What follows belongs to an exercise in optimizing a design on an open flow for small area, a short achievable clock period and few clock cycles; a production flow would make more cautious choices.
RTL that was checked went through simulation tests only; none was proved equivalent to the original.
Only the layout flow was run in runs 3 to 7; the RTL was not checked for function there.
Power and IR drop assume default switching activity.

<file path="config.mk">
export PLATFORM = sky130hd
export DESIGN_NAME = milight_periph
export DESIGN_NICKNAME = milight_periph
export VERILOG_FILES = /design/flow/design.v
export SDC_FILE = /design/flow/constraint.sdc
export NUM_CORES = 4
export LEC_CHECK = 0
export CAP_MARGIN = 20
export CORE_MARGIN = 2
export CORE_UTILIZATION = 40
export SETUP_SLACK_MARGIN = 4.0
export SLEW_MARGIN = 20
</file>
<file path="constraint.sdc">
create_clock -name core_clock -period 6.0 [get_ports {clk}]
set_input_delay 1.2000 -clock core_clock [delete_from_list [all_inputs] [get_ports {clk}]]
set_output_delay 1.2000 -clock core_clock [all_outputs]
set_load 0.01 [all_outputs]
</file>
<file path="design.v">
module milight_bus #(
    parameter [7:0] DEFINED      = 8'h3F,   
    parameter       FLAG_IDX     = 1,       
    parameter [7:0] K3           = 8'h00,   
    parameter [7:0] K4           = 8'h00,   
    parameter       ATTN_EN      = 1,       
    parameter       ATTN_REL_EN  = 1,       
    parameter       ATTN_ACTIVE  = 1,       
    parameter [2:0] T_ASSERT     = 3'd3,
    parameter [2:0] T_HOLD       = 3'd7,
    parameter [2:0] T_RASSERT    = 3'd3,
    parameter [2:0] T_RHOLD      = 3'd7
) (
    input  wire       clk,
    input  wire       rst,         
    input  wire       do_act,      
    input  wire       do_cfg,      
    input  wire       do_start,    
    input  wire       do_tick,
    input  wire       do_step,
    input  wire       do_arb,
    input  wire       do_tmo,
    input  wire       do_wstart,   
    input  wire       do_wread,
    input  wire       do_wstop,
    input  wire [7:0] p,
    input  wire       match,       
    output wire       ready_ok,    
    output wire       idle,        
    output wire       en,          
    output wire       step_ok,
    output wire       fe_rd_o,
    output wire       fe_wr_o,
    output wire       fe_act_o,
    output wire [6:0] own_addr_o,
    output reg  [7:0] head,        
    output reg        attn_pin
);
    localparam [2:0] P_IDLE = 3'b000, P_CLEARED = 3'b001, P_RASSERT = 3'b010,
                     P_RHOLD = 3'b011, P_SET = 3'b100, P_ASSERT = 3'b101,
                     P_HOLD = 3'b110;
    localparam [0:0] PIN_IDLE = (ATTN_ACTIVE == 0);
    reg  [1:0] cc;           
    reg        engine_en;
    reg  [6:0] own_addr;
    reg        fe_rd, fe_wr, fe_active;
    reg  [2:0] phase;
    reg  [7:0] seq_mask;
    reg  [2:0] timer;
    reg  [1:0] s0_cc, s1_cc;   
    reg  [7:0] s0_fl, s1_fl;
    reg        ptr;            
    reg  [2:0] cnt;            
    reg  [2:0] h;              
    assign en       = engine_en;
    assign ready_ok = engine_en && (cc != 2'd0);
    assign idle     = (phase == P_IDLE);
    wire   tz       = (timer == 3'd0);
    assign step_ok  = !idle && tz;
    assign fe_rd_o  = fe_rd;
    assign fe_wr_o  = fe_wr;
    assign fe_act_o = fe_active;
    assign own_addr_o = own_addr;
    wire [7:0] flags = phase[2] ? (seq_mask & DEFINED) : 8'h00;
    wire       cnt8_7  = !cnt[2] && !cnt[1];
    wire       cnt3    =  cnt[2] && !cnt[1];
    wire [4:0] hi      = {h[2] & !h[1], h[2] & h[1], h[1] & h[0], !h[1] & h[0], !h[2] & !h[0]};
    wire       from_s1 = ptr ^ cnt8_7;
    wire [1:0] s_cc    = from_s1 ? s1_cc : s0_cc;
    wire [7:0] s_fl    = (from_s1 ? s1_fl : s0_fl) & DEFINED;
    wire       s_cfg   = (s_cc != 2'd0);
    always @* begin
        head = 8'h00;
        if (hi[0]) head = head | {5'd0, s_cc == 2'd3, s_cfg, s_cc == 2'd2};
        if (hi[FLAG_IDX]) head = head | s_fl;
        if (hi[3] && s_cfg) head = head | K3;
        if (hi[4] && s_cfg) head = head | K4;
    end
    wire addr_r = do_wstart && match && p[0];
    wire pop    = do_wread && fe_rd;
    wire refill = addr_r || (pop && cnt3);
    always @(posedge clk) begin
        if (rst) begin
            cc        <= 2'd0;
            engine_en <= 1'b0;
            fe_rd     <= 1'b0;
            fe_wr     <= 1'b0;
            fe_active <= 1'b0;
            phase     <= P_IDLE;
            timer     <= 3'd0;
            attn_pin  <= PIN_IDLE;
        end else begin
            if (do_act && ready_ok && idle) begin
                seq_mask <= p;
                phase    <= P_SET;
            end
            if (do_cfg && idle)
                cc <= {p[0] | p[2], ~p[0]};
            if (do_start && !engine_en) begin
                own_addr  <= p[6:0];
                engine_en <= 1'b1;
            end
            if (do_tick && !tz)
                timer <= timer - 3'd1;
            if (do_step && tz) case (phase)
                P_SET: begin
                    timer    <= T_ASSERT;
                    phase    <= P_ASSERT;
                    attn_pin <= (ATTN_EN != 0) ? ~PIN_IDLE : PIN_IDLE;
                end
                P_ASSERT: begin
                    timer    <= T_HOLD;
                    phase    <= P_HOLD;
                    attn_pin <= PIN_IDLE;
                end
                P_HOLD: phase <= P_CLEARED;
                P_CLEARED: begin
                    if (ATTN_REL_EN != 0) begin
                        timer    <= T_RASSERT;
                        phase    <= P_RASSERT;
                        attn_pin <= ~PIN_IDLE;
                    end else begin
                        phase    <= P_IDLE;
                    end
                end
                P_RASSERT: begin
                    timer    <= T_RHOLD;
                    phase    <= P_RHOLD;
                    attn_pin <= PIN_IDLE;
                end
                P_RHOLD: phase <= P_IDLE;
                default: ;
            endcase
            if (do_arb) fe_rd <= 1'b0;
            if (do_tmo || do_wstop) begin
                fe_rd     <= 1'b0;
                fe_wr     <= 1'b0;
                fe_active <= 1'b0;
            end
            if (do_wstart) begin
                fe_rd <= match &&  p[0];
                fe_wr <= match && !p[0];
                if (match) fe_active <= 1'b1;
            end
            if (pop && p[0]) fe_rd <= 1'b0;
        end
    end
    always @(posedge clk) begin
        if (refill) begin
            ptr <= ~ptr;
            if (ptr) begin
                s0_cc <= cc;
                s0_fl <= flags;
            end else begin
                s1_cc <= cc;
                s1_fl <= flags;
            end
        end
        if (addr_r) begin
            cnt <= 3'b111;
            h   <= 3'b000;
        end else if (pop) begin
            cnt <= {cnt[1:0], ~cnt[2]};
            h   <= {h[1:0], !h[2] && !h[1]};
        end
    end
endmodule
module milight_periph (
    input  wire        clk,
    input  wire        rst,
    input  wire        in_valid,
    output wire        in_ready,
    input  wire [1:0]  in_kind,
    input  wire [15:0] in_word,
    output reg         out_valid,
    output reg  [7:0]  out_data,
    output wire [1:0]  attn
);
    localparam [3:0] A_ACT    = 4'b0010,
                     A_CFG    = 4'b0100,
                     A_START  = 4'b0110,
                     A_STEP   = 4'b1000,
                     A_TICK   = 4'b1001,
                     A_ARB    = 4'b1010,
                     A_TMO    = 4'b1011,
                     A_WSTART = 4'b1100,
                     A_WWRITE = 4'b1101,
                     A_WREAD  = 4'b1110,
                     A_WSTOP  = 4'b1111;
    wire [3:0] cmd_op  = in_word[15:12];
    wire [7:0] ip      = in_word[7:0];
    wire [3:0] sq_op   = in_word[7:4];
    wire [1:0] wk      = in_word[9:8];
    wire       k_cmd   = (in_kind == 2'd0);
    wire       k_sq    = (in_kind == 2'd1);
    wire       cb_ok   = (in_word[11:9] == 3'd0);
    wire       sb_ok   = (in_word[3:1] == 3'd0);
    wire [3:0] op_d  = k_cmd ? {1'b0, cmd_op[1:0], 1'b0} :
                       k_sq  ? {2'b10, sq_op[2], sq_op[0]} : {2'b11, wk};
    wire       bus_d = k_cmd ? in_word[8] : k_sq ? in_word[0] : in_kind[0];
    wire cmd_ok = (cmd_op == 4'h1) || (cmd_op == 4'h2) || (cmd_op == 4'h3 && !ip[7]);
    wire sq_ok  = (sq_op == 4'h1) || (sq_op == 4'h2) || (sq_op == 4'h4) || (sq_op == 4'h5);
    wire w_ok   = !(wk == 2'b10 && ip[7:1] != 7'd0) && !(wk == 2'b11 && ip != 8'h00);
    wire ex_d   = k_cmd ? cmd_ok && cb_ok : k_sq ? sq_ok && sb_ok : w_ok;
    wire c00_d  = k_cmd && (in_word == 16'hF000);
    wire c01_d  = k_cmd ? cmd_ok && !cb_ok : k_sq && sb_ok && (sq_op == 4'h3);
    reg        v;          
    reg        ex;         
    reg        c00, c01;   
    reg        brst;       
    reg  [3:0] op;
    reg        bq;
    reg  [7:0] p;
    reg        match0, match1;    
    reg        rdy;
    wire       en0, en1;
    wire [6:0] own0, own1;
    wire       accept = in_valid && rdy;
    assign     in_ready = rdy;
    always @(posedge clk) begin
        v      <= accept && !rst;
        ex     <= accept && !rst && ex_d;
        c00    <= c00_d;
        c01    <= c01_d;
        brst   <= rst || (accept && c00_d);
        op     <= op_d;
        bq     <= bus_d;
        p      <= ip;
        match0 <= !brst && en0 && (ip[7:1] == own0);
        match1 <= !brst && en1 && (ip[7:1] == own1);
        rdy    <= rst || !(accept && k_cmd && cmd_op == 4'h3);
    end
    wire a_act   = ex && (op == A_ACT);
    wire a_cfg   = ex && (op == A_CFG);
    wire a_start = ex && (op == A_START);
    wire a_tick  = ex && (op == A_TICK);
    wire a_step  = ex && (op == A_STEP);
    wire a_arb   = ex && (op == A_ARB);
    wire a_tmo   = ex && (op == A_TMO);
    wire a_wst   = ex && (op == A_WSTART);
    wire a_wrd   = ex && (op == A_WREAD);
    wire a_wsp   = ex && (op == A_WSTOP);
    wire [7:0] defd     = bq ? 8'hC6 : 8'h3F;
    wire       mask_bad = (p == 8'h00) || ((p & ~defd) != 8'h00);
    wire       class_ok = (p == 8'h02) || (p == 8'h03) || (p == 8'h06);
    wire       rok0, idle0, sok0, frd0, fwr0, fac0;
    wire       rok1, idle1, sok1, frd1, fwr1, fac1;
    wire [7:0] head0, head1;
    milight_bus #(
        .DEFINED(8'h3F), .FLAG_IDX(1), .K3(8'h00), .K4(8'h00),
        .ATTN_EN(1), .ATTN_REL_EN(1), .ATTN_ACTIVE(0),
        .T_ASSERT(3'd3), .T_HOLD(3'd7), .T_RASSERT(3'd3), .T_RHOLD(3'd7)
    ) u_bus0 (
        .clk(clk), .rst(brst),
        .do_act(a_act && !bq && !mask_bad), .do_cfg(a_cfg && !bq && class_ok),
        .do_start(a_start && !bq),
        .do_tick(a_tick && !bq), .do_step(a_step && !bq),
        .do_arb(a_arb && !bq), .do_tmo(a_tmo && !bq),
        .do_wstart(a_wst && !bq), .do_wread(a_wrd && !bq), .do_wstop(a_wsp && !bq),
        .p(p), .match(match0),
        .ready_ok(rok0), .idle(idle0), .en(en0), .step_ok(sok0), .fe_rd_o(frd0),
        .fe_wr_o(fwr0), .fe_act_o(fac0), .own_addr_o(own0), .head(head0), .attn_pin(attn[0])
    );
    milight_bus #(
        .DEFINED(8'hC6), .FLAG_IDX(2), .K3(8'h5A), .K4(8'h81),
        .ATTN_EN(1), .ATTN_REL_EN(0), .ATTN_ACTIVE(1),
        .T_ASSERT(3'd2), .T_HOLD(3'd5), .T_RASSERT(3'd2), .T_RHOLD(3'd5)
    ) u_bus1 (
        .clk(clk), .rst(brst),
        .do_act(a_act && bq && !mask_bad), .do_cfg(a_cfg && bq && class_ok),
        .do_start(a_start && bq),
        .do_tick(a_tick && bq), .do_step(a_step && bq),
        .do_arb(a_arb && bq), .do_tmo(a_tmo && bq),
        .do_wstart(a_wst && bq), .do_wread(a_wrd && bq), .do_wstop(a_wsp && bq),
        .p(p), .match(match1),
        .ready_ok(rok1), .idle(idle1), .en(en1), .step_ok(sok1), .fe_rd_o(frd1),
        .fe_wr_o(fwr1), .fe_act_o(fac1), .own_addr_o(own1), .head(head1), .attn_pin(attn[1])
    );
    wire       rok  = bq ? rok1   : rok0;
    wire       idle = bq ? idle1  : idle0;
    wire       en   = bq ? en1    : en0;
    wire       sok  = bq ? sok1   : sok0;
    wire       frd  = bq ? frd1   : frd0;
    wire       fwr  = bq ? fwr1   : fwr0;
    wire       fac  = bq ? fac1   : fac0;
    wire       m    = bq ? match1 : match0;
    wire [7:0] head = bq ? head1  : head0;
    reg [7:0] resp;
    always @* begin
        if (!ex) resp = c00 ? 8'h00 : c01 ? 8'h01 : 8'hFF;
        else case (op)
            A_ACT:    resp = !rok ? 8'h01 : !idle ? 8'h02 : mask_bad ? 8'h03 : 8'h00;
            A_CFG:    resp = !idle ? 8'h02 : class_ok ? 8'h00 : 8'hFF;
            A_START:  resp = {6'd0, en, 1'b0};
            A_STEP:   resp = {7'd0, !sok};
            A_ARB:    resp = {7'd0, !frd};
            A_TMO:    resp = {7'd0, !fac};
            A_WSTART: resp = {7'd0, !m};
            A_WWRITE: resp = {7'd0, !fwr};
            A_WREAD:  resp = frd ? head : 8'hFF;
            A_WSTOP:  resp = 8'h00;
            default:  resp = 8'h00;    
        endcase
    end
    always @(posedge clk) begin
        if (rst) out_valid <= 1'b0;
        else     out_valid <= v;
        out_data <= resp;
    end
endmodule
</file>
<file path="flow/run.sh">
#!/bin/bash
# The standard layout (standard.sh, with the standard flow's synthesis) with two changes:
# the port buffers are buf_2 cells, and the clock tree is built from a
# clkbuf_16 root and clkbuf_4 cluster buffers, without dummy loads.
export BUFFER_PORTS_ARGS="-buffer_cell sky130_fd_sc_hd__buf_2"
export CTS_ARGS="-sink_clustering_enable -repair_clock_nets -buf_list sky130_fd_sc_hd__clkbuf_4 -root_buf sky130_fd_sc_hd__clkbuf_16 -dont_use_dummy_load -sink_clustering_size 30"
bash standard.sh > standard.log 2>&1
</file>
<file path="standard.sh">
#!/bin/bash
# synth_recipe.tcl (not shown) runs the flow's synth.tcl, then flattens the netlist and writes it again
# the make line also repeats each setting of config.mk as NAME=value (left out here)
make -C /OpenROAD-flow-scripts/flow DESIGN_CONFIG=/design/flow/config.mk WORK_HOME=/design/flow/orfs CLKGATE_MAP_FILE= SYNTH_SCRIPT=/design/flow/synth_recipe.tcl "${@:-finish}"
</file>
==> results of run 1 <==
## where the power goes
part           switching [mW]  internal (mW)  leakage [nW]
combinational          0.0528         0.0382          1.13
sequential             0.0150          0.871          1.09
clock                   0.231          0.154        0.0859
## layer usage
metal	track usage, %	share of wire (%)	vias to the layer above
met4	8.21	2.2	0
met2	29.5	49	114
met3	4.34	4.5	26
met1	21.9	45	1987
li1	-	-	1995
met5	0	0	-
## flip-flops by register name, summed over array words and instances (netlist names), 4 cells and up
name and cells:
u_bus0.s1_fl 6, u_bus0.own_addr 7, p 8, u_bus1.s1_fl 4, u_bus1.s0_fl 4, out_data 8
u_bus1.own_addr 7, u_bus1.seq_mask 4, u_bus0.s0_fl 6, u_bus0.seq_mask 6, op 4
## layout by cell type (no fill, tap or decap), types with 9 or more instances in the layout
cell / netlist / final
edfxtp_1: 54 / 54
nand2_1: 55 / 53
dfxtp_1: 68 / 48
nor2_1: 44 / 35
buf_4: 4 / 28
buf_2: 7 / 26
a21oi_1: 26 / 25
inv_1: 24 / 24
o21ai_0: 25 / 23
clkbuf_4: 0 / 16
nand3_1: 16 / 15
mux2i_1: 14 / 13
xnor2_1: 14 / 13
and2_1: 12 / 12
dfxtp_2: 0 / 12
nor3_1: 13 / 10
nor2_4: 1 / 9
## what timing repair did
item                       4_1_cts  5_1_grt
setup buffers                   10       20
resized for setup               45       27
pin swaps                        9        9
setup endpoints to repair       87       76
## worst min path at each step
stage / start / end / depth (start not counted)
global route: v$_DFF_P_ / out_valid$_SDFF_PP0_ / 1
CTS: v$_DFF_P_ / out_valid$_SDFF_PP0_ / 1
detailed placement: v$_DFF_P_ / out_valid$_SDFF_PP0_ / 1
floorplan: v$_DFF_P_ / out_valid$_SDFF_PP0_ / 1
global placement: v$_DFF_P_ / out_valid$_SDFF_PP0_ / 1
finish: v$_DFF_P_ / out_valid$_SDFF_PP0_ / 1
## synthesized netlist by cell type (3+ instances only)
cell and instances:
buf_4 4, o31ai_1 4, a211oi_1 4, nor4_1 5
clkbuf_1 12, a21oi_1 26, nor2_1 44, inv_1 24
nor2_2 5, o21ai_0 25, xnor2_1 14, dfxtp_1 68
nand2_1 55, nor2b_1 6, a221oi_1 4, nand2b_1 4
o211ai_1 8, xor2_1 5, ha_1 4, or3_1 3
o21ai_1 5, nand4_1 5, buf_2 7, nor3_1 13
mux2i_1 14, nand3_1 16, mux2_2 5, a21o_1 6
a31oi_1 4, edfxtp_1 54, nand3b_1 4, and2_1 12
## area by class of cell
class	instances	area (um^2)
fillers	1245	6860
flip-flops and latches	122	3030
multi-input cells	352	2440
repair buffers	63	450
well taps	176	220
clock buffers	17	145
inverters	24	90.1
## worst max-delay path, delay by kind of cell (launching register included)
kind / cells / cell delay [ns]
AO/OA/AOI/OAI: 4 / 0.95
multiplexers: 1 / 0.33
AND/OR/NAND/NOR: 1 / 0.11
flip-flops: 1 / 0.49
## metrics by stage
step                utilization (%)  std cells  worst slack, ns
floorplan                         -        522             3.87
global placement               43.3        707             3.49
detailed placement             43.3        707             3.38
CTS                            46.0        734             3.93
global route                   48.2        754             3.91
finish                         48.2        754             4.00
## cells by family (layout without fill, tap and decap cells)
logic type	count (synthesis)	after routing	synth area share, %
buffers and inverters	48	104	3.89
AOI/OAI and AO/OA	110	110	13.3
adders and majority gates	4	4	0.921
muxes	20	20	3.82
xor gates and xnor gates	20	20	3.57
DFF	122	122	54.9
and+or+nand+nor	198	198	19.6
==> run_results.csv, run 1 <==
group,metric,value,unit
status,status,"finished clean",
setup_path,required,6.20,ns
synth,yosys.area.top_type_share,29.8,%
synth,synth_cell_types,74,
route,vias,4122,
power_and_ir_drop,p_per_area,214,nW/um^2
timing,hold_violations,0,
global_routing,antenna_found_initial,0,
setup_path,worstPathCellList,"o21ai_1 -> mux2_2 -> a221oi_1 -> nand3_1 -> a311oi_1 -> o32ai_1",
synth,syn_avg_cell_area,10.4,um^2
setup_path,worstSetupPathType,"flip-flop to flip-flop",
setup_path,rr_worst_depth,6,
power_and_ir_drop,ir_worst_vdd,0.131,mV
clock_network,cts_root_buffer,"clkbuf_16",
route,ant_nets,0,
setup_path,crit_end,"out_data[0]$_DFF_P_",
clock_network,clk_latency,0.36,ns
run,timing.max_cap.violations,0,
placement,port-buffer-count,32,
timing,finalSetupViolCount,0,
timing,post-route-min-period,2.00,ns
setup_path,reg2reg_to,"out_data[0]$_DFF_P_",
clock_network,cts_buffer_depth,2,
synth,ys_ff_latch,122,
placement,hpwl,8.76,mm
synth,syn-num-nets,547,
power_and_ir_drop,power.leakage,2.31,nW
route,drcViolationCount,0,
global_routing,grtUsageTotal,17.8,%
floorplanning,core-area,13200,um^2
min_path,holdCritPathClass,"flip-flop to flip-flop",
synth,syn_area,5430,um^2
floorplanning,start_util,41.0,%
cells_and_area,drive_gt1_share,26.5,%
cells_and_area,syn2layout_area_growth,17.4,%
setup_path,arrival,2.20,ns
setup_path,cpPeakStageDelay,0.49,ns
timing,whs,0.440,ns
global_routing,grt-ovfl-total,0,
route,drt_iter0_markers,264,
clock_network,cts_buffers,17,
clock_network,cts_tree,"done",
clock_network,htree_levels,4,
timing,rsz0062_at_grt,"true",
cells_and_area,nets,605,
placement,placed_cell_area,5730,um^2
global_routing,grt_pass1_vias,3951,
timing,tightestPinTransition,0.565,ns
power_and_ir_drop,power.total,1.36,mW
timing,fin_skew,0.0394,ns
cells_and_area,final_cell_area,6380,um^2
synth,synthFlopType,"dfxtp_1",
clock_network,cts_hold_buf,0,
setup_path,r2r_slack,4.00,ns
setup_path,slowest_stage,"dfxtp_1",
setup_path,critPathLaunchType,"flip-flop",
synth,ys_warn_count,3,
floorplanning,dieArea,14500,um^2
timing,report.final.slew_viol_count,0,
synth,synthCells,522,
clock_network,clkTransAtPathRegs,0.07,ns
setup_path,regToRegStartpoint,"u_bus1.engine_en$_SDFFE_PP0P_",
synth,yosysSeqAreaShare,54.9,%
floorplanning,rows,42,
setup_path,crit_start,"u_bus1.engine_en$_SDFFE_PP0P_",
synth,synth_edf_count,54,
clock_network,cts.sink_count,122,
route,first_pass_iters,5,
synth,async_flop_share,0,%
cells_and_area,antenna_cells,0,
route,viasPerCell,5.47,
synth,synth.area.top_cells,"edfxtp_1 (30%), dfxtp_1 (25%), nand2_1 (3.8%)",
global_routing,grt_pass1_wl,19.7,mm
timing,fmax,500,MHz
synth,synth_top_area_cell,"edfxtp_1",
floorplanning,boundaryPins,33,
route,wl_per_cell,16.6,um
setup_path,worst-path-max-fanout,5,
placement,gp_congestion,0.933,
timing,final.setup.tns,0,ns
global_routing,grt_max_degree,31,
floorplanning,dieWidth,121,um
floorplanning,die_y,121,um
timing,relSlewSlack,62.2,%
setup_path,crit_path_end_kind,"flip-flop",
route,drt_wl_total,12.5,mm
timing,post-route-period-util,33.3,%
Testbench counts, summed over its fixed seeds: cycles 24,063.
==> run 2, diff against run 1 <==
--- a/config.mk
+++ b/config.mk
@@ -9,4 +9,4 @@
 export CORE_MARGIN = 2
 export CORE_UTILIZATION = 40
-export SETUP_SLACK_MARGIN = 4.0
+export SETUP_SLACK_MARGIN = 3.9
 export SLEW_MARGIN = 20
==> run 2 against run 1 <==
- final cell count shrank 2.5%
- still clean on timing, DRC and antenna
- hold slack improved by 0.012 ns
- final area is 4.5% lower
- global-route usage barely moved
- critical path depth is 5 lower
- first-iteration DRC count increased by 4.5%
- count of clock-buffer cells in the layout did not move
- power shrank 0.39%
- flip-flop and latch count did not move
- combinational power decreased by 24%
- largest cell class unchanged
- synthesized area stayed put
==> run_results.csv, run 2 <==
group,metric,value,unit
power_and_ir_drop,comb_power_share,5.1,%
timing,post-route-min-period,2.02,ns
synth,synth.area.top_cells,"edfxtp_1 (30%), dfxtp_1 (25%), nand2_1 (3.8%)",
floorplanning,dieWidth,121,um
setup_path,cpLargestDelayFamily,"flip-flops",
clock_network,cts_buffers,17,
cells_and_area,final_cells,735,
clock_network,cts_buffer_depth,2,
min_path,min_delay_path_depth,1,
timing,fin_skew,0.0316,ns
min_path,holdCritPathClass,"flip-flop to flip-flop",
synth,synth_edf_count,54,
setup_path,worstPathCellList,"buf_2",
cells_and_area,drive_gt1_share,21.5,%
floorplanning,die_y,121,um
power_and_ir_drop,power.total,1.36,mW
global_routing,grtUsageTotal,17.8,%
timing,final.setup.tns,0,ns
floorplanning,dieArea,14500,um^2
cells_and_area,mostFrequentLayoutCell,"dfxtp_1",
synth,synth_cell_types,74,
clock_network,cts_tree,"done",
placement,dp_slack,3.35,ns
cells_and_area,antenna_cells,0,
setup_path,worstSetupPathType,"flip-flop to output pin",
global_routing,grt-ovfl-total,0,
setup_path,crit_buf_inv,1,
route,ant_nets,0,
status,status,"finished clean",
synth,ys_ff_latch,122,
route,drt_wl_total,11.8,mm
global_routing,grt_pass1_wl,19.5,mm
floorplanning,rows,42,
placement,port-buffer-count,32,
setup_path,rr_worst_depth,3,
cells_and_area,seqCellArea,3010,um^2
placement,dp_cells,707,
synth,synthCells,522,
floorplanning,start_util,41.0,%
clock_network,htree_levels,4,
cells_and_area,nets,586,
power_and_ir_drop,power.leakage,2.20,nW
placement,hpwl,8.65,mm
timing,rsz0062_at_grt,"true",
synth,yosysSeqAreaShare,54.9,%
timing,fin_ws,3.98,ns
cells_and_area,mostFrequentLayoutCells,"dfxtp_1 (55), nand2_1 (54), edfxtp_1 (54)",
setup_path,cpPeakStageDelay,0.33,ns
route,viasPerCell,5.37,
cells_and_area,syn2layout_area_growth,12.1,%
synth,synthTopCellsByCount,"dfxtp_1 (68), nand2_1 (55), edfxtp_1 (54)",
synth,synthFlopType,"dfxtp_1",
power_and_ir_drop,switching_power,0.301,mW
timing,hold_violations,0,
clock_network,cts.sink_count,122,
setup_path,worst-path-max-fanout,1,
setup_path,slowest_stage,"dfxtp_1",
timing,post-route-period-util,33.6,%
synth,yosys.area.top_type_share,29.8,%
power_and_ir_drop,p_per_area,223,nW/um^2
clock_network,cts_root_buffer,"clkbuf_16",
timing,report.final.slew_viol_count,0,
cells_and_area,final_cell_area,6090,um^2
run,timing.max_cap.violations,0,
setup_path,arrival,0.82,ns
synth,synth_top_area_cell,"edfxtp_1",
placement,placed_cell_area,5710,um^2
clock_network,clk_latency,0.37,ns
placement,gp_congestion,0.930,
clock_network,clkTransAtPathRegs,0.09,ns
timing,tightestPinTransition,0.586,ns
route,drt_iter0_markers,276,
synth,ys_warn_count,3,
power_and_ir_drop,power_frac_clock,29.3,%
route,drcViolationCount,0,
setup_path,critPathLaunchType,"flip-flop",
floorplanning,boundaryPins,33,
power_and_ir_drop,swShare,22.2,%
global_routing,grt_pass1_vias,3833,
synth,synth_most_common_cell,"dfxtp_1",
clock_network,cts_hold_buf,0,
power_and_ir_drop,pwr-share-seq,65.6,%
setup_path,crit_path_end_kind,"output pin",
global_routing,antenna_found_initial,0,
synth,async_flop_share,0,%
cells_and_area,top_regs,"out_data x8, p x8",
timing,fmax,496,MHz
timing,relSlewSlack,60.7,%
synth,syn_avg_cell_area,10.4,um^2
global_routing,grt_max_degree,31,
setup_path,required,4.80,ns
cells_and_area,multiInputGateArea,2370,um^2
cells_and_area,nFillCells,1288,
route,vias,3949,
synth,syn-num-nets,547,
route,wl_per_cell,16.0,um
timing,finalSetupViolCount,0,
power_and_ir_drop,p_int,1.06,mW
synth,syn_area,5430,um^2
floorplanning,core-area,13200,um^2
route,first_pass_iters,5,
power_and_ir_drop,ir_worst_vdd,0.136,mV
setup_path,cp.depth,1,
## run 2: cell counts after synthesis
No cell type changed its count.
## run 2: final timing paths
kind,slack (ns),start,end
setup / recovery,3.98,out_data[0]$_DFF_P_,out_data[0]
hold / removal,0.45,v$_DFF_P_,out_valid$_SDFF_PP0_
setup reg to reg,3.99,op[0]$_SDFF_PP0_,u_bus1.own_addr[3]$_DFFE_PP_
hold reg to reg,0.45,v$_DFF_P_,out_valid$_SDFF_PP0_
## run 2: power by group through the flow
stage               Sequential [mW]  Combinational (mW)  Clock [mW]
finish                        0.890              0.0691       0.397
global route                  0.893              0.0770       0.448
CTS                           0.892              0.0615       0.413
detailed placement            0.911              0.0601           0
global placement              0.911              0.0599           0
floorplan                     0.898              0.0461           0
## run 2: repair_timing
item | CTS | global route
pin swaps | 4 | 3
setup buffers | 2 | 9
setup endpoints to repair | 71 | 53
endpoints found under the hold margin | 0 | 0
resized for setup | 34 | 14
## run 2: routing by layer
layer | wire [um] | part of all wire (%) | vias up | GRT usage [%]
met5 | 0 | 0 | - | 0
met2 | 5770 | 49 | 112 | 29.0
met4 | 208 | 1.8 | 0 | 7.92
met1 | 5270 | 45 | 1854 | 22.2
li1 | - | - | 1967 | -
met3 | 496 | 4.2 | 16 | 4.58
## run 2: final cells by class
class | count | area share (%)
inverter | 24 | 1.48
clock buffer | 17 | 2.38
tap | 176 | 3.62
multi-input combinational | 352 | 38.9
timing repair buffer | 44 | 4.11
sequential | 122 | 49.5
## run 2: cells by family after synthesis
kind of cell	count (synthesis)	share of synthesized area, %
buf+inv	48	3.89
mux	20	3.82
compound gates	110	13.3
fa+ha+maj	4	0.921
flops	122	54.9
xor+xnor	20	3.57
simple gates	198	19.6
## run 2: metrics by stage
stage | hold WS [ns] | utilization (%)
detailed placement | 0.446 | 43.1
floorplan | 0.414 | -
CTS | 0.456 | 45.1
global route | 0.469 | 46.0
finish | 0.452 | 46.0
global placement | 0.448 | 43.1
==> run 3, diff against run 2 <==
--- a/design.v
+++ b/design.v
@@ -203,9 +203,9 @@
     wire w_ok   = !(wk == 2'b10 && ip[7:1] != 7'd0) && !(wk == 2'b11 && ip != 8'h00);
     wire ex_d   = k_cmd ? cmd_ok && cb_ok : k_sq ? sq_ok && sb_ok : w_ok;
-    wire c00_d  = k_cmd && (in_word == 16'hF000);
+    wire rst_d  = k_cmd && (in_word == 16'hF000);    
     wire c01_d  = k_cmd ? cmd_ok && !cb_ok : k_sq && sb_ok && (sq_op == 4'h3);
     reg        v;          
     reg        ex;         
-    reg        c00, c01;   
+    reg        c01;        
     reg        brst;       
     reg  [3:0] op;
@@ -221,7 +221,6 @@
         v      <= accept && !rst;
         ex     <= accept && !rst && ex_d;
-        c00    <= c00_d;
         c01    <= c01_d;
-        brst   <= rst || (accept && c00_d);
+        brst   <= rst || (accept && rst_d);
         op     <= op_d;
         bq     <= bus_d;
@@ -288,5 +287,5 @@
     reg [7:0] resp;
     always @* begin
-        if (!ex) resp = c00 ? 8'h00 : c01 ? 8'h01 : 8'hFF;
+        if (!ex) resp = brst ? 8'h00 : c01 ? 8'h01 : 8'hFF;
         else case (op)
             A_ACT:    resp = !rok ? 8'h01 : !idle ? 8'h02 : mask_bad ? 8'h03 : 8'h00;
--- a/config.mk
+++ b/config.mk
@@ -9,4 +9,4 @@
 export CORE_MARGIN = 2
 export CORE_UTILIZATION = 40
-export SETUP_SLACK_MARGIN = 3.9
+export SETUP_SLACK_MARGIN = 3.8
 export SLEW_MARGIN = 20
==> run 3 against run 2 <==
- still clean on timing, DRC and antenna
- clock skew up 0.0049 ns
- synthesized cell count unchanged
- non-clock buffer count shrank 2
- synthesized area fell by 1.5%
- global-route usage is 0.48 points lower
==> run_results.csv, run 3 <==
group,metric,value,unit
power_and_ir_drop,p_per_area,225,nW/um^2
synth,syn_avg_cell_area,10.3,um^2
timing,rsz0062_at_grt,"true",
clock_network,cts_tree,"done",
cells_and_area,nets,584,
power_and_ir_drop,comb_power_share,5.5,%
setup_path,cpPeakStageDelay,0.55,ns
route,drt_iter0_markers,286,
cells_and_area,final_cell_area,6010,um^2
setup_path,crit_path_end_kind,"flip-flop",
global_routing,grt_pass1_wl,18.9,mm
timing,tightestPinTransition,0.781,ns
timing,hold_violations,0,
setup_path,reg2reg_to,"out_data[0]$_DFF_P_",
route,ant_nets,0,
min_path,min_delay_path_depth,1,
floorplanning,dieArea,14300,um^2
setup_path,worstSetupPathType,"input pin to flip-flop",
clock_network,clk_latency,0.36,ns
timing,post-route-min-period,2.23,ns
synth,synth_cell_types,65,
placement,placed_cell_area,5640,um^2
power_and_ir_drop,p_int,1.05,mW
setup_path,r2r_slack,3.85,ns
clock_network,cts_buffer_depth,2,
min_path,min_from,"v$_DFF_P_",
cells_and_area,antenna_cells,0,
placement,port-buffer-count,32,
synth,synth.area.top_cells,"edfxtp_1 (30%), dfxtp_1 (25%), nand2_1 (4.1%)",
route,drcViolationCount,0,
synth,synth_top_area_cell,"edfxtp_1",
floorplanning,boundaryPins,33,
global_routing,grtUsageTotal,17.3,%
placement,hpwl,8.48,mm
setup_path,rr_worst_depth,6,
min_path,holdCritPathClass,"flip-flop to flip-flop",
setup_path,cp_common_cell,"nand2_1",
setup_path,crit_end,"ex$_DFF_P_",
timing,report.final.slew_viol_count,0,
setup_path,worst-path-max-fanout,3,
synth,synthCells,522,
clock_network,cts_buffers,17,
power_and_ir_drop,power_frac_clock,29.1,%
cells_and_area,syn2layout_area_growth,12.2,%
cells_and_area,drive_gt1_share,18.9,%
power_and_ir_drop,ir_worst_vdd,0.137,mV
timing,final.setup.tns,0,ns
cells_and_area,nFillCells,1275,
route,vias,3969,
route,wl_per_cell,16.0,um
timing,post-route-period-util,37.2,%
timing,relSlewSlack,47.2,%
setup_path,critPathLaunchType,"input pin",
power_and_ir_drop,swShare,22.1,%
setup_path,regToRegStartpoint,"p[4]$_DFF_P_",
clock_network,cts.sink_count,121,
synth,yosys.area.top_type_share,30.3,%
synth,yosysSeqAreaShare,55.3,%
setup_path,crit_start,"in_word[1]",
synth,syn_area,5350,um^2
floorplanning,core-area,13100,um^2
floorplanning,start_util,40.8,%
setup_path,worstPathCellList,"buf_8 -> or4_4 -> nor4_4 -> nand2_1 -> nand2_1 -> a222oi_1 -> nor3_1",
setup_path,slowest_stage,"or4_4",
synth,synth_most_common_cell,"dfxtp_1",
global_routing,grt_max_degree,31,
clock_network,cts_root_buffer,"clkbuf_16",
clock_network,htree_levels,4,
timing,fin_skew,0.0365,ns
floorplanning,die_y,120,um
global_routing,grt_pass1_vias,3749,
cells_and_area,top_regs,"out_data x8, p x8",
synth,syn-num-nets,547,
synth,synthTopCellsByCount,"dfxtp_1 (67), nand2_1 (58), edfxtp_1 (54)",
synth,ys_warn_count,3,
route,drt_wl_total,11.7,mm
timing,fmax,448,MHz
placement,gp_congestion,0.870,
global_routing,grt-ovfl-total,0,
cells_and_area,mostFrequentLayoutCells,"nand2_1 (58), dfxtp_1 (58), edfxtp_1 (54)",
clock_network,clkTransAtPathRegs,0.09,ns
global_routing,antenna_found_initial,0,
power_and_ir_drop,pwr-share-seq,65.4,%
floorplanning,rows,42,
synth,ys_ff_latch,121,
route,first_pass_iters,5,
synth,synthFlopType,"dfxtp_1",
setup_path,required,6.28,ns
synth,synth_edf_count,54,
status,status,"finished clean",
power_and_ir_drop,power.leakage,2.16,nW
route,viasPerCell,5.41,
run,timing.max_cap.violations,0,
setup_path,arrival,2.51,ns
power_and_ir_drop,switching_power,0.300,mW
floorplanning,dieWidth,120,um
timing,finalSetupViolCount,0,
synth,async_flop_share,0,%
[run 3: how the worst min path moves through the flow]
stage	end	slack, ns
final	out_valid$_SDFF_PP0_	0.45
after global routing	out_valid$_SDFF_PP0_	0.47
after CTS	out_valid$_SDFF_PP0_	0.46
after detailed placement	out_valid$_SDFF_PP0_	0.44
after global placement	out_valid$_SDFF_PP0_	0.44
after floorplan	out_valid$_SDFF_PP0_	0.41
[run 3: logic make-up (layout without fill, tap and decap cells)]
| logic type | after synthesis | after routing | share of synthesized area (%) |
|---|---|---|---|
| flip-flops | 121 | 121 | 55.3 |
| XOR/XNOR | 21 | 21 | 3.44 |
| AO/OA/AOI/OAI | 111 | 111 | 13.3 |
| multiplexers | 17 | 17 | 3.67 |
| adder cells (fa/ha/maj) | 4 | 4 | 0.935 |
| buffers and inverters | 43 | 78 | 3.48 |
| AND/OR/NAND/NOR | 205 | 205 | 19.8 |
[run 3: routing by layer]
| metal | track usage, % | vias to the layer above | part of all wire (%) |
|---|---|---|---|
| li1 | - | 1962 | - |
| met1 | 21.9 | 1862 | 44 |
| met2 | 28.1 | 129 | 48 |
| met3 | 4.52 | 16 | 6.0 |
| met4 | 7.21 | 0 | 1.5 |
| met5 | 0 | - | 0 |
[run 3: critical path, delay by kind of cell]
kind	cells	cell delay, ns
compound gates	1	0.07
simple gates	5	1.14
buf+inv	1	0.10
[run 3: what timing repair did]
| item | 4_1_cts | 5_1_grt |
|---|---|---|
| pin swaps | 4 | 12 |
| setup buffers | 2 | 6 |
| setup endpoints to repair | 62 | 48 |
| hold buffers | 0 | 0 |
| resized for setup | 21 | 26 |
[run 3: final cells by class]
class,instances,area (um^2),share of cell area [%]
Sequential cell,121,2980,49.6
Multi-Input combinational cell,358,2340,38.9
Clock buffer,17,145,2.42
Timing Repair Buffer,42,251,4.19
Tap cell,176,220,3.67
Inverter,19,71.3,1.19
[run 3: power by group through the flow]
stage,clock (mW),sequential (mW),combinational [mW]
after global routing,0.453,0.887,0.0814
after detailed placement,0,0.906,0.0650
final,0.393,0.885,0.0744
after global placement,0,0.905,0.0644
after CTS,0.413,0.887,0.0657
after floorplan,0,0.893,0.0473
[run 3: metrics by stage]
step           hold slack [ns]  util [%]  total power [mW]  worst slack (ns)  std cells
2_1_floorplan            0.414         -             0.941              3.71        522
3_3_place_gp             0.436      42.9             0.969              3.36        708
3_5_place_dp             0.443      42.9             0.971              3.22        708
4_1_cts                  0.458      44.6              1.37              3.81        727
5_1_grt                  0.466      45.7              1.42              3.74        733
6_report                 0.451      45.7              1.35              3.77        733
==> run 4, diff against run 3 <==
--- a/config.mk
+++ b/config.mk
@@ -9,4 +9,4 @@
 export CORE_MARGIN = 2
 export CORE_UTILIZATION = 40
-export SETUP_SLACK_MARGIN = 3.8
+export SETUP_SLACK_MARGIN = 3.9
 export SLEW_MARGIN = 20
==> run 4 against run 3 <==
- non-clock buffer count grew 1
- count of clock-buffer cells in the layout is the same
- combinational power grew 13%
- final cell count grew 0.14%
- sequential share of layout area shrank 0.56 points
- critical endpoint is now u_bus1.seq_mask[2]$_DFFE_PP_
==> run_results.csv, run 4 <==
group,metric,value,unit
floorplanning,rows,42,
floorplanning,die_y,120,um
run,timing.max_cap.violations,0,
clock_network,cts_buffer_depth,2,
setup_path,arrival,2.18,ns
synth,synth_top_area_cell,"edfxtp_1",
synth,synth_compound_area_share,13.3,%
synth,yosys.area.top_type_share,30.3,%
clock_network,clk_latency,0.37,ns
global_routing,grt_max_degree,31,
power_and_ir_drop,ir_worst_vdd,0.141,mV
synth,syn-num-nets,547,
synth,syn_avg_cell_area,10.3,um^2
floorplanning,start_util,40.8,%
timing,fmax,473,MHz
synth,synth_most_common_cell,"dfxtp_1",
synth,yosysSeqAreaShare,55.3,%
timing,fin_skew,0.0402,ns
synth,synth.area.top_cells,"edfxtp_1 (30%), dfxtp_1 (25%), nand2_1 (4.1%)",
route,ant_nets,0,
cells_and_area,mostFrequentLayoutCell,"dfxtp_1",
synth,ys_warn_count,3,
cells_and_area,mostFrequentLayoutCells,"dfxtp_1 (60), nand2_1 (57), edfxtp_1 (54)",
floorplanning,core-area,13100,um^2
global_routing,grtUsageTotal,17.6,%
clock_network,htree_levels,4,
global_routing,antenna_found_initial,0,
clock_network,cts_root_buffer,"clkbuf_16",
synth,async_flop_share,0,%
route,drcViolationCount,0,
timing,report.final.slew_viol_count,0,
setup_path,cpLargestDelayFamily,"simple AND/OR/NAND/NOR gates",
global_routing,use_met1,22.0,%
timing,final.setup.tns,0,ns
clock_network,cts_hold_buf,0,
floorplanning,dieArea,14300,um^2
setup_path,worstPathCellList,"buf_6 -> or4_4 -> mux2i_2 -> nand2_2 -> nor2_2 -> nand4_1 -> nor2_4",
placement,hpwl,8.63,mm
placement,gp_congestion,0.901,
setup_path,critPathLaunchType,"flip-flop",
route,viasPerCell,5.37,
status,status,"finished clean",
clock_network,cts.sink_count,121,
route,vias,3943,
power_and_ir_drop,p_per_area,225,nW/um^2
global_routing,grt_pass1_vias,3808,
setup_path,slowest_stage,"or4_4",
clock_network,clkTransAtPathRegs,0.09,ns
timing,whs,0.442,ns
setup_path,worst-path-max-fanout,4,
setup_path,crit_path_end_kind,"flip-flop",
min_path,holdCritPathClass,"flip-flop to flip-flop",
global_routing,busiest_layer,"met2",
route,drt_wl_total,11.9,mm
timing,finalSetupViolCount,0,
timing,tightestPinTransition,0.897,ns
floorplanning,dieWidth,120,um
synth,synthFlopType,"dfxtp_1",
synth,yosys.area_share.simple,19.8,%
cells_and_area,seqCellArea,2980,um^2
synth,synthCells,522,
setup_path,cpPeakStageDelay,0.48,ns
cells_and_area,nets,585,
cells_and_area,syn2layout_area_growth,13.3,%
cells_and_area,top_regs,"out_data x8, p x8",
route,wl_per_cell,16.2,um
cells_and_area,multiInputGateArea,2380,um^2
timing,relSlewSlack,39.5,%
cells_and_area,nFillCells,1238,
cells_and_area,drive_gt1_share,20.6,%
cells_and_area,antenna_cells,0,
synth,synth_edf_count,54,
setup_path,r2r_slack,3.88,ns
synth,synth-adder-area-share,0.935,%
route,first_pass_iters,4,
timing,hold_violations,0,
synth,synth_mux_area_share,3.67,%
placement,placed_cell_area,5680,um^2
clock_network,cts_tree,"done",
placement,port-buffer-count,32,
synth,synth_cell_types,65,
floorplanning,boundaryPins,33,
synth,synth_xor_area_share,3.44,%
global_routing,met3_usage,4.75,%
synth,syn_area,5350,um^2
synth,ys_ff_latch,121,
setup_path,worstSetupPathType,"flip-flop to flip-flop",
setup_path,crit_buf_inv,1,
global_routing,grt-ovfl-total,0,
setup_path,required,6.06,ns
cells_and_area,final_cell_area,6070,um^2
timing,post-route-min-period,2.12,ns
synth,synthTopCellsByCount,"dfxtp_1 (67), nand2_1 (58), edfxtp_1 (54)",
clock_network,cts_buffers,17,
timing,rsz0062_at_grt,"true",
global_routing,grt_pass1_wl,19.1,mm
timing,post-route-period-util,35.3,%
route,drt_iter0_markers,242,
synth,synth_top_family_by_area,"simple AND/OR/NAND/NOR gates",
power_and_ir_drop,power.total,1.36,mW
power_and_ir_drop,power.leakage,2.17,nW
timing,fin_ws,3.88,ns
global_routing,grt_util_met2,27.8,%
placement,dp_slack,3.45,ns
==> run 4: cell counts after synthesis <==
No cell type changed its count.
==> run 4: kinds of logic after synthesis <==
| kind of cell | Yosys count |
|---|---|
| compound gates | 111 |
| xor+xnor | 21 |
| fa+ha+maj | 4 |
| buf+inv | 43 |
| flops | 121 |
| mux | 17 |
| simple gates | 205 |
==> run 4: worst paths after layout <==
path                              startpoint                            to  cells after the start
worst min-delay path               v$_DFF_P_          out_valid$_SDFF_PP0_                      1
worst min register to register     v$_DFF_P_          out_valid$_SDFF_PP0_                      1
worst max register to register  p[0]$_DFF_P_  u_bus1.seq_mask[2]$_DFFE_PP_                      7
worst max-delay path            p[0]$_DFF_P_  u_bus1.seq_mask[2]$_DFFE_PP_                      7
==> run 4: timing repair <==
action	4_1_cts	5_1_grt
setup endpoints to repair	49	48
buffers inserted	4	4
pin swaps	8	8
gates resized for setup	27	25
==> run 4: area by class of cell <==
| cell class | instances | share of cell area (%) |
|---|---|---|
| multi-input combinational | 358 | 39.2 |
| inverter | 19 | 1.24 |
| timing repair buffer | 43 | 4.46 |
| sequential | 121 | 49.1 |
| clock buffer | 17 | 2.39 |
| tap | 176 | 3.63 |
==> run 4: stage by stage <==
step	instances	util [%]
after global routing	734	46.2
after detailed placement	709	43.2
final	734	46.2
after global placement	709	43.1
after floorplan	522	-
after CTS	730	45.2
==> run 4: report_power, final <==
| group | internal [mW] | switching (mW) |
|---|---|---|
| combinational | 0.0343 | 0.0498 |
| sequential | 0.867 | 0.0134 |
| clock | 0.154 | 0.244 |
| total | 1.06 | 0.307 |
==> run 4: worst reg2reg max path: cells and delay by family (launching register included) <==
kind / cells / cell delay [ns]
flops: 1 / 0.32
mux: 1 / 0.21
buf+inv: 1 / 0.11
simple gates: 5 / 1.17
==> run 4: metal layers <==
| metal | wire (um) | up-vias |
|---|---|---|
| met3 | 531 | 15 |
| met1 | 5440 | 1864 |
| met5 | 0 | - |
| li1 | - | 1960 |
| met2 | 5690 | 104 |
| met4 | 263 | 0 |
==> run 5, diff against run 4 <==
--- a/design.v
+++ b/design.v
@@ -204,4 +204,8 @@
     wire ex_d   = k_cmd ? cmd_ok && cb_ok : k_sq ? sq_ok && sb_ok : w_ok;
     wire rst_d  = k_cmd && (in_word == 16'hF000);    
+    wire [7:0] defd     = in_word[8] ? 8'hC6 : 8'h3F;
+    wire       mask_bad = (ip == 8'h00) || ((ip & ~defd) != 8'h00);
+    wire       class_ok = (ip == 8'h02) || (ip == 8'h03) || (ip == 8'h06);
+    wire       bad_d    = cmd_op[1] ? !class_ok : mask_bad;
     wire c01_d  = k_cmd ? cmd_ok && !cb_ok : k_sq && sb_ok && (sq_op == 4'h3);
     reg        v;          
@@ -209,4 +213,5 @@
     reg        c01;        
     reg        brst;       
+    reg        bad;        
     reg  [3:0] op;
     reg        bq;
@@ -224,4 +229,5 @@
         brst   <= rst || (accept && rst_d);
         op     <= op_d;
+        bad    <= bad_d;
         bq     <= bus_d;
         p      <= ip;
@@ -240,7 +246,4 @@
     wire a_wrd   = ex && (op == A_WREAD);
     wire a_wsp   = ex && (op == A_WSTOP);
-    wire [7:0] defd     = bq ? 8'hC6 : 8'h3F;
-    wire       mask_bad = (p == 8'h00) || ((p & ~defd) != 8'h00);
-    wire       class_ok = (p == 8'h02) || (p == 8'h03) || (p == 8'h06);
     wire       rok0, idle0, sok0, frd0, fwr0, fac0;
     wire       rok1, idle1, sok1, frd1, fwr1, fac1;
@@ -252,5 +255,5 @@
     ) u_bus0 (
         .clk(clk), .rst(brst),
-        .do_act(a_act && !bq && !mask_bad), .do_cfg(a_cfg && !bq && class_ok),
+        .do_act(a_act && !bq && !bad), .do_cfg(a_cfg && !bq && !bad),
         .do_start(a_start && !bq),
         .do_tick(a_tick && !bq), .do_step(a_step && !bq),
@@ -267,5 +270,5 @@
     ) u_bus1 (
         .clk(clk), .rst(brst),
-        .do_act(a_act && bq && !mask_bad), .do_cfg(a_cfg && bq && class_ok),
+        .do_act(a_act && bq && !bad), .do_cfg(a_cfg && bq && !bad),
         .do_start(a_start && bq),
         .do_tick(a_tick && bq), .do_step(a_step && bq),
@@ -289,6 +292,6 @@
         if (!ex) resp = brst ? 8'h00 : c01 ? 8'h01 : 8'hFF;
         else case (op)
-            A_ACT:    resp = !rok ? 8'h01 : !idle ? 8'h02 : mask_bad ? 8'h03 : 8'h00;
-            A_CFG:    resp = !idle ? 8'h02 : class_ok ? 8'h00 : 8'hFF;
+            A_ACT:    resp = !rok ? 8'h01 : !idle ? 8'h02 : bad ? 8'h03 : 8'h00;
+            A_CFG:    resp = !idle ? 8'h02 : bad ? 8'hFF : 8'h00;
             A_START:  resp = {6'd0, en, 1'b0};
             A_STEP:   resp = {7'd0, !sok};
==> run 5 against run 4 <==
- still clean
- flip-flop and latch count up 1
- setup slack worse by 0.081 ns
- combinational power down 17%
- sequential power up 1%
- synthesized cell count up 0.77%
- clock power about the same
- largest cell class unchanged
- largest power group unchanged
- highest routed layer unchanged
==> run_results.csv, run 5 <==
group,metric,value,unit
status,status,"finished clean",
cells_and_area,drive_gt1_share,18.6,%
timing,rsz0062_at_grt,"true",
floorplanning,dieWidth,119,um
timing,tightestPinTransition,0.587,ns
cells_and_area,antenna_cells,0,
cells_and_area,syn2layout_area_growth,14.4,%
cells_and_area,top_regs,"out_data x8, p x8",
route,first_pass_iters,4,
timing,report.final.slew_viol_count,0,
power_and_ir_drop,ir_worst_vdd,0.156,mV
min_path,hold_end,"u_bus1.seq_mask[7]$_DFFE_PP_",
power_and_ir_drop,switching_power,0.301,mW
timing,post-route-period-util,36.6,%
cells_and_area,mostFrequentLayoutCell,"dfxtp_1",
min_path,holdCritPathClass,"flip-flop to flip-flop",
synth,ys_ff_latch,122,
setup_path,critPathLaunchType,"input pin",
setup_path,rr_worst_depth,5,
global_routing,grtUsageTotal,16.9,%
synth,async_flop_share,0,%
power_and_ir_drop,power.leakage,2.13,nW
synth,synth_edf_count,54,
clock_network,cts_buffer_depth,2,
timing,post-route-min-period,2.20,ns
route,wl_per_cell,15.4,um
clock_network,cts_root_buffer,"clkbuf_16",
placement,gp_congestion,0.922,
synth,syn_avg_cell_area,10.1,um^2
synth,synth_cell_types,59,
floorplanning,core-area,13100,um^2
global_routing,grt_max_degree,32,
min_path,min_from,"p[7]$_DFF_P_",
timing,fin_skew,0.0398,ns
clock_network,clk_latency,0.37,ns
route,drcViolationCount,0,
floorplanning,rows,42,
route,ant_nets,0,
run,timing.max_cap.violations,0,
floorplanning,start_util,40.6,%
min_path,min_delay_path_depth,0,
timing,finalSetupViolCount,0,
synth,synth.area.top_cells,"edfxtp_1 (30%), dfxtp_1 (26%), nor2_1 (4.0%)",
global_routing,grt_pass1_wl,18.5,mm
synth,ys_warn_count,3,
synth,yosys.area.top_type_share,30.4,%
setup_path,r2r_slack,3.98,ns
setup_path,worstSetupPathType,"input pin to flip-flop",
setup_path,crit_path_end_kind,"flip-flop",
synth,synthCells,526,
route,viasPerCell,5.37,
placement,port-buffer-count,32,
synth,synth_top_area_cell,"edfxtp_1",
setup_path,required,6.27,ns
cells_and_area,nets,593,
cells_and_area,mostFrequentLayoutCells,"dfxtp_1 (63), edfxtp_1 (54), nor2_1 (52)",
setup_path,arrival,2.47,ns
floorplanning,dieArea,14300,um^2
power_and_ir_drop,comb_power_share,5.1,%
placement,hpwl,8.14,mm
route,drt_wl_total,11.4,mm
global_routing,antenna_found_initial,0,
route,vias,3981,
cells_and_area,post-route-util,46.5,%
global_routing,grt-ovfl-total,0,
clock_network,cts_tree,"done",
power_and_ir_drop,swShare,22.2,%
clock_network,cts.sink_count,122,
power_and_ir_drop,pwr-share-seq,65.5,%
setup_path,regToRegStartpoint,"ex$_DFF_P_",
power_and_ir_drop,p_per_area,222,nW/um^2
timing,relSlewSlack,60.8,%
clock_network,clkTransAtPathRegs,0.07,ns
power_and_ir_drop,p_int,1.06,mW
setup_path,reg2reg_to,"u_bus1.s1_cc[0]$_DFFE_PP_",
floorplanning,die_y,119,um
timing,final.setup.tns,0,ns
synth,yosysSeqAreaShare,55.9,%
synth,synth_most_common_cell,"dfxtp_1",
timing,fmax,455,MHz
synth,syn_area,5330,um^2
floorplanning,boundaryPins,33,
timing,hold_violations,0,
synth,synthTopCellsByCount,"dfxtp_1 (68), nor2_1 (57), edfxtp_1 (54)",
route,drt_iter0_markers,235,
clock_network,htree_levels,4,
global_routing,grt_pass1_vias,3700,
power_and_ir_drop,power.total,1.36,mW
power_and_ir_drop,power_frac_clock,29.3,%
synth,syn-num-nets,551,
clock_network,cts_buffers,17,
placement,dp_cells,711,
cells_and_area,final_cells,742,
setup_path,worst-path-max-fanout,4,
synth,synthFlopType,"dfxtp_1",
## run 5: cell count changes in the layout (fill, tap and decap cells not counted), moves of 5 or more
cell / change
nand2_1: -9
nand3_1: +6
nand3b_1: +5
nor2_1: +17
nor2_4: -6
nor3b_1: -7
o21ai_0: +8
## run 5: kinds of logic after synthesis
family / Yosys count / synth area share, %
AO/OA/AOI/OAI: 116 / 13.5
AND/OR/NAND/NOR: 204 / 19.0
XOR/XNOR: 22 / 3.75
multiplexers: 17 / 3.68
buffers and inverters: 41 / 3.19
adder cells (fa/ha/maj): 4 / 0.938
flip-flops: 122 / 55.9
## run 5: worst max-delay path by stage
stage	from	end	slack [ns]	cells after the start
after global placement	in_word[7]	brst$_DFF_P_	3.32	5
after CTS	in_word[2]	ex$_DFF_P_	3.82	6
after detailed placement	in_word[7]	brst$_DFF_P_	3.28	5
final	in_word[2]	ex$_DFF_P_	3.80	6
after floorplan	in_word[7]	brst$_DFF_P_	3.54	4
after global routing	in_word[2]	bad$_DFF_P_	3.73	7
## run 5: worst max-delay path, cell delays in order
cell	delay, ns
buf_8	0.09
or4_4	0.54
or2_4	0.29
o21ai_1	0.13
a211oi_1	0.08
nor3_1	0.13
## run 5: layer usage
layer | track usage, % | share of wire [%] | routed length (um) | vias up
met1 | 21.9 | 45 | 5170 | 1865
li1 | - | - | - | 1973
met2 | 26.6 | 48 | 5460 | 133
met3 | 5.22 | 5.8 | 661 | 10
met4 | 6.47 | 1.3 | 150 | 0
met5 | 0 | 0 | 0 | -
## run 5: cell type report
cell class	instances	area (um^2)
Fill cell	1249	7030
Clock buffer	17	145
Multi-Input combinational cell	363	2350
Sequential cell	122	2990
Timing Repair Buffer	47	333
Inverter	17	63.8
Tap cell	176	220
## run 5: timing repair
| action | 4_1_cts | 5_1_grt |
|---|---|---|
| resized for setup | 29 | 10 |
| hold endpoints to repair | 0 | 0 |
| setup buffers | 10 | 4 |
| pin swaps | 11 | 4 |
| endpoints found under the setup margin | 64 | 55 |
| hold buffers | 0 | 0 |
## run 5: stage by stage
step	setup WS, ns	cell area (um^2)	hold WS (ns)
after floorplan	3.54	5350	0.386
after global placement	3.32	5640	0.392
after detailed placement	3.28	5640	0.389
after CTS	3.82	6020	0.407
after global routing	3.73	6100	0.428
final	3.80	6100	0.407
## run 5: power groups by stage
| stage | combinational [mW] | clock [mW] | sequential [mW] |
|---|---|---|---|
| floorplan | 0.0424 | 0 | 0.900 |
| global placement | 0.0637 | 0 | 0.907 |
| detailed placement | 0.0639 | 0 | 0.908 |
| CTS | 0.0684 | 0.414 | 0.889 |
| global route | 0.0760 | 0.444 | 0.892 |
| finish | 0.0694 | 0.399 | 0.890 |
==> run 6, diff against run 5 <==
--- a/config.mk
+++ b/config.mk
@@ -9,4 +9,5 @@
 export CORE_MARGIN = 2
 export CORE_UTILIZATION = 40
+export PLACE_DENSITY = 0.8
 export SETUP_SLACK_MARGIN = 3.9
 export SLEW_MARGIN = 20
==> run 6 against run 5 <==
- final cell count unchanged
- power rose by 0.51%
- die area did not move
- routed wire length grew 3.4%
- global-route usage rose by 0.36 points
- register-to-register slack hardly changed
- final area increased by 0.21%
- highest routed layer unchanged
==> run_results.csv, run 6 <==
group,metric,value,unit
synth,yosys.area.top_type_share,30.4,%
clock_network,cts.sink_count,122,
floorplanning,dieArea,14300,um^2
timing,hold_violations,0,
cells_and_area,nFillCells,1216,
power_and_ir_drop,power.total,1.36,mW
cells_and_area,mostFrequentLayoutCells,"dfxtp_1 (62), edfxtp_1 (54), nor2_1 (52)",
clock_network,cts_buffers,17,
global_routing,grt_pass1_vias,3858,
global_routing,grt_pass1_wl,19.1,mm
cells_and_area,mostFrequentLayoutCell,"dfxtp_1",
route,wl_per_cell,16.0,um
synth,synthTopCellsByCount,"dfxtp_1 (68), nor2_1 (57), edfxtp_1 (54)",
route,drt_wl_total,11.8,mm
setup_path,regToRegStartpoint,"ex$_DFF_P_",
timing,report.final.slew_viol_count,0,
synth,ys_warn_count,3,
cells_and_area,drive_gt1_share,19.1,%
synth,yosysSeqAreaShare,55.9,%
setup_path,r2r_slack,3.97,ns
setup_path,worstSetupPathType,"input pin to flip-flop",
setup_path,arrival,2.48,ns
global_routing,grt-ovfl-total,0,
setup_path,worst-path-max-fanout,4,
synth,async_flop_share,0,%
min_path,holdCritPathClass,"flip-flop to flip-flop",
setup_path,critPathLaunchType,"input pin",
route,drt_iter0_markers,354,
floorplanning,boundaryPins,33,
cells_and_area,antenna_cells,0,
timing,finalSetupViolCount,0,
global_routing,grt_max_degree,32,
clock_network,clkTransAtPathRegs,0.08,ns
run,timing.max_cap.violations,0,
min_path,min_from,"p[7]$_DFF_P_",
timing,fmax,451,MHz
synth,synthCells,526,
synth,syn_area,5330,um^2
placement,port-buffer-count,32,
setup_path,reg2reg_to,"u_bus1.s1_cc[1]$_DFFE_PP_",
route,first_pass_iters,5,
synth,syn-num-nets,551,
floorplanning,rows,42,
placement,dp_slack,3.25,ns
timing,fin_skew,0.0531,ns
setup_path,rr_worst_depth,6,
floorplanning,die_y,119,um
synth,synth.area.top_cells,"edfxtp_1 (30%), dfxtp_1 (26%), nor2_1 (4.0%)",
cells_and_area,syn2layout_area_growth,14.7,%
cells_and_area,nets,593,
min_path,hold_end,"u_bus1.seq_mask[7]$_DFFE_PP_",
timing,relSlewSlack,64.1,%
setup_path,crit_start,"in_word[3]",
timing,final.setup.tns,0,ns
route,viasPerCell,5.56,
timing,post-route-period-util,37.0,%
floorplanning,start_util,40.6,%
global_routing,antenna_found_initial,0,
synth,synth_top_area_cell,"edfxtp_1",
power_and_ir_drop,power.leakage,2.14,nW
cells_and_area,multiInputGateArea,2380,um^2
timing,post-route-min-period,2.22,ns
cells_and_area,top_regs,"out_data x8, p x8",
timing,whs,0.420,ns
route,ant_nets,0,
timing,rsz0062_at_grt,"true",
clock_network,cts_root_buffer,"clkbuf_16",
status,status,"finished clean",
setup_path,required,6.26,ns
global_routing,grtUsageTotal,17.3,%
setup_path,crit_path_end_kind,"flip-flop",
min_path,min_delay_path_depth,0,
clock_network,clk_latency,0.38,ns
timing,tightestPinTransition,0.538,ns
power_and_ir_drop,ir_worst_vdd,0.158,mV
power_and_ir_drop,p_per_area,223,nW/um^2
route,drcViolationCount,0,
synth,ys_ff_latch,122,
cells_and_area,seqCellArea,2990,um^2
synth,synth_edf_count,54,
clock_network,cts_tree,"done",
timing,fin_ws,3.78,ns
synth,synth_cell_types,59,
synth,synthFlopType,"dfxtp_1",
placement,hpwl,8.02,mm
clock_network,htree_levels,4,
clock_network,cts_hold_buf,0,
clock_network,cts_buffer_depth,2,
synth,syn_avg_cell_area,10.1,um^2
floorplanning,dieWidth,119,um
floorplanning,core-area,13100,um^2
placement,gp_congestion,0.893,
route,vias,4122,
synth,synth_most_common_cell,"dfxtp_1",
## run 6: area by class of cell
cell class,instances,area share [%]
tap,176,3.60
clock buffer,17,2.37
sequential,122,48.9
inverter,17,1.04
multi-input combinational,363,38.9
timing repair buffer,47,5.18
## run 6: worst max-delay path, cell delays in order
cell and delay [ns]:
buf_8 0.09, or4_4 0.55, or2_4 0.29, o21ai_2 0.14
a211oi_1 0.08, nor3_1 0.14
## run 6: metal layers
layer	wire length (um)	share of wire [%]	GRT usage, %	vias to the layer above
met5	0	0	0	-
met4	269	2.3	6.91	0
met3	826	7.0	5.65	27
met2	5720	48	28.2	163
met1	5020	42	21.2	1956
li1	-	-	-	1976
## run 6: cell families after synthesis
group / count (synthesis) / share of synthesized area [%]
muxes: 17 / 3.68
adders and majority gates: 4 / 0.938
AOI/OAI and AO/OA: 116 / 13.5
xor gates and xnor gates: 22 / 3.75
DFF: 122 / 55.9
buffers and inverters: 41 / 3.19
and+or+nand+nor: 204 / 19.0
## run 6: report_power, final
part	internal [mW]	switching [mW]	leakage, nW	total [mW]
Combinational	0.0288	0.0415	1.07	0.0704
Clock	0.154	0.250	0.0859	0.404
Sequential	0.873	0.0166	0.989	0.890
Total	1.06	0.308	2.14	1.36
## run 6: metrics by stage
step | cell area (um^2) | utilization, % | cells
after floorplan | 5350 | - | 526
after global placement | 5640 | 42.9 | 711
after detailed placement | 5640 | 42.9 | 711
after CTS | 5960 | 45.4 | 736
after global routing | 6120 | 46.6 | 742
final | 6120 | 46.6 | 742
## run 6: timing repair
action,CTS,global route
endpoints found under the hold margin,0,0
resized for setup,26,18
buffers inserted,8,6
cloned,0,0
setup endpoints to repair,64,65
pin swaps,10,7
## run 6: worst max path at each step
stage,end,slack [ns]
finish,ex$_DFF_P_,3.78
global route,ex$_DFF_P_,3.74
CTS,ex$_DFF_P_,3.81
detailed placement,brst$_DFF_P_,3.25
global placement,brst$_DFF_P_,3.32
floorplan,brst$_DFF_P_,3.54
==> run 7, diff against run 6 <==
--- a/config.mk
+++ b/config.mk
@@ -8,6 +8,5 @@
 export CAP_MARGIN = 20
 export CORE_MARGIN = 2
-export CORE_UTILIZATION = 40
-export PLACE_DENSITY = 0.8
+export CORE_UTILIZATION = 55
 export SETUP_SLACK_MARGIN = 3.9
 export SLEW_MARGIN = 20
==> run 7 against run 6 <==
- largest power group unchanged
- still clean on timing, DRC and antenna
- largest cell class unchanged
- hold slack worse by 0.0025 ns
- die area down 26%
- utilization is 19 points higher
==> run_results.csv, run 7 <==
group,metric,value,unit
synth,synthFlopType,"dfxtp_1",
floorplanning,rows,35,
synth,synth_cell_types,59,
timing,tightestPinTransition,0.495,ns
synth,yosys.area.top_type_share,30.4,%
setup_path,slowest_stage,"or4_4",
synth,ys_warn_count,3,
cells_and_area,nFillCells,772,
power_and_ir_drop,power.total,1.36,mW
power_and_ir_drop,p_int,1.06,mW
cells_and_area,nets,595,
synth,syn-num-nets,551,
clock_network,cts_buffers,17,
power_and_ir_drop,pwr-share-seq,65.5,%
setup_path,regToRegStartpoint,"op[1]$_DFF_P_",
setup_path,crit_path_end_kind,"flip-flop",
power_and_ir_drop,ir_worst_vdd,0.161,mV
min_path,min_from,"p[7]$_DFF_P_",
clock_network,cts_buffer_depth,2,
clock_network,cts_tree,"done",
synth,syn_avg_cell_area,10.1,um^2
status,status,"finished clean",
global_routing,grt-ovfl-total,0,
synth,yosysSeqAreaShare,55.9,%
route,first_pass_iters,5,
floorplanning,core-area,9330,um^2
synth,synthCells,526,
setup_path,required,6.28,ns
placement,port-buffer-count,32,
placement,hpwl,8.21,mm
clock_network,clkTransAtPathRegs,0.09,ns
clock_network,cts_root_buffer,"clkbuf_16",
power_and_ir_drop,power.leakage,2.16,nW
setup_path,cpLargestDelayFamily,"simple AND/OR/NAND/NOR gates",
setup_path,worst-path-max-fanout,5,
synth,syn_area,5330,um^2
global_routing,grt_max_degree,32,
power_and_ir_drop,swShare,22.1,%
min_path,min_delay_path_depth,0,
synth,synthTopCellsByCount,"dfxtp_1 (68), nor2_1 (57), edfxtp_1 (54)",
cells_and_area,mostFrequentLayoutCells,"dfxtp_1 (63), edfxtp_1 (54), nor2_1 (53)",
power_and_ir_drop,comb_power_share,5.3,%
cells_and_area,drive_gt1_share,19.0,%
route,drt_iter0_markers,283,
setup_path,arrival,2.55,ns
setup_path,worstPathCellList,"buf_8 -> or4_4 -> or2_4 -> buf_6 -> a41oi_2 -> nor2_1 -> a21oi_1",
timing,hold_violations,0,
global_routing,grt_pass1_vias,3841,
setup_path,cpPeakStageDelay,0.55,ns
route,drcViolationCount,0,
route,ant_nets,0,
power_and_ir_drop,switching_power,0.300,mW
timing,relSlewSlack,66.2,%
global_routing,grt_util_met2,38.4,%
timing,post-route-min-period,2.27,ns
floorplanning,dieWidth,102,um
setup_path,r2r_slack,3.96,ns
min_path,holdCritPathClass,"flip-flop to flip-flop",
cells_and_area,antenna_cells,0,
setup_path,rr_worst_depth,5,
floorplanning,boundaryPins,33,
run,timing.max_cap.violations,0,
global_routing,use_met1,29.6,%
floorplanning,die_y,102,um
timing,finalSetupViolCount,0,
global_routing,busiest_layer,"met2",
floorplanning,start_util,57.2,%
global_routing,met3_usage,7.39,%
setup_path,worstSetupPathType,"input pin to flip-flop",
global_routing,antenna_found_initial,0,
route,drt_wl_total,11.7,mm
run 7: logic make-up (layout without fill, tap and decap cells):
logic type      count (synthesis)  count (layout)  synth area share [%]
simple gates                  204             204                  19.0
compound gates                116             116                  13.5
mux                            17              17                  3.68
buf+inv                        41              83                  3.19
fa+ha+maj                       4               4                 0.938
flops                         122             122                  55.9
xor+xnor                       22              22                  3.75
run 7: through the flow:
step / cells / area, um^2 / hold slack (ns) / setup WS, ns
2_1_floorplan: 526 / 5350 / 0.386 / 3.54
3_3_place_gp: 664 / 5580 / 0.400 / 3.30
3_5_place_dp: 664 / 5580 / 0.402 / 3.28
4_1_cts: 689 / 5920 / 0.422 / 3.73
5_1_grt: 697 / 6090 / 0.433 / 3.73
6_report: 697 / 6090 / 0.418 / 3.73
run 7: power by group through the flow:
stage | clock, mW | sequential, mW | combinational (mW)
finish | 0.396 | 0.890 | 0.0725
global route | 0.442 | 0.893 | 0.0798
CTS | 0.403 | 0.889 | 0.0683
detailed placement | 0 | 0.908 | 0.0639
global placement | 0 | 0.907 | 0.0637
floorplan | 0 | 0.900 | 0.0424
run 7: repair_timing:
item	4_1_cts	5_1_grt
hold buffers	0	0
endpoints found under the setup margin	63	65
setup buffers	8	8
pin swaps	12	14
gates resized for setup	27	21
gates cloned	0	0
run 7: layout make-up:
class / instances / area [um^2] / share of cell area [%]
Inverter: 17 / 63.8 / 1.05
Clock buffer: 17 / 145 / 2.38
Tap cell: 129 / 161 / 2.65
Sequential cell: 122 / 2990 / 49.2
Timing Repair Buffer: 49 / 345 / 5.67
Multi-Input combinational cell: 363 / 2380 / 39.0
run 7: worst max-delay path by stage:
stage,slack (ns),startpoint,to,cells past startpoint
finish,3.73,in_word[1],bad$_DFF_P_,7
global route,3.73,in_word[1],bad$_DFF_P_,7
CTS,3.73,in_word[3],ex$_DFF_P_,6
detailed placement,3.28,in_word[7],brst$_DFF_P_,5
global placement,3.30,in_word[7],brst$_DFF_P_,5
floorplan,3.54,in_word[7],brst$_DFF_P_,4
run 7: metal layers:
layer,part of all wire (%),vias to the layer above
met5,0,-
met4,3.3,0
met3,6.4,31
met2,48,148
met1,43,1935
li1,-,1983

Setup slack of run 7, layout unchanged: 3.732 ns with ideal ports, 3.734 ns with driving cells assumed (clock clkbuf_16, inputs buf_2), 3.355 ns with port delays also shifted by the 0.379 ns mid clock arrival.
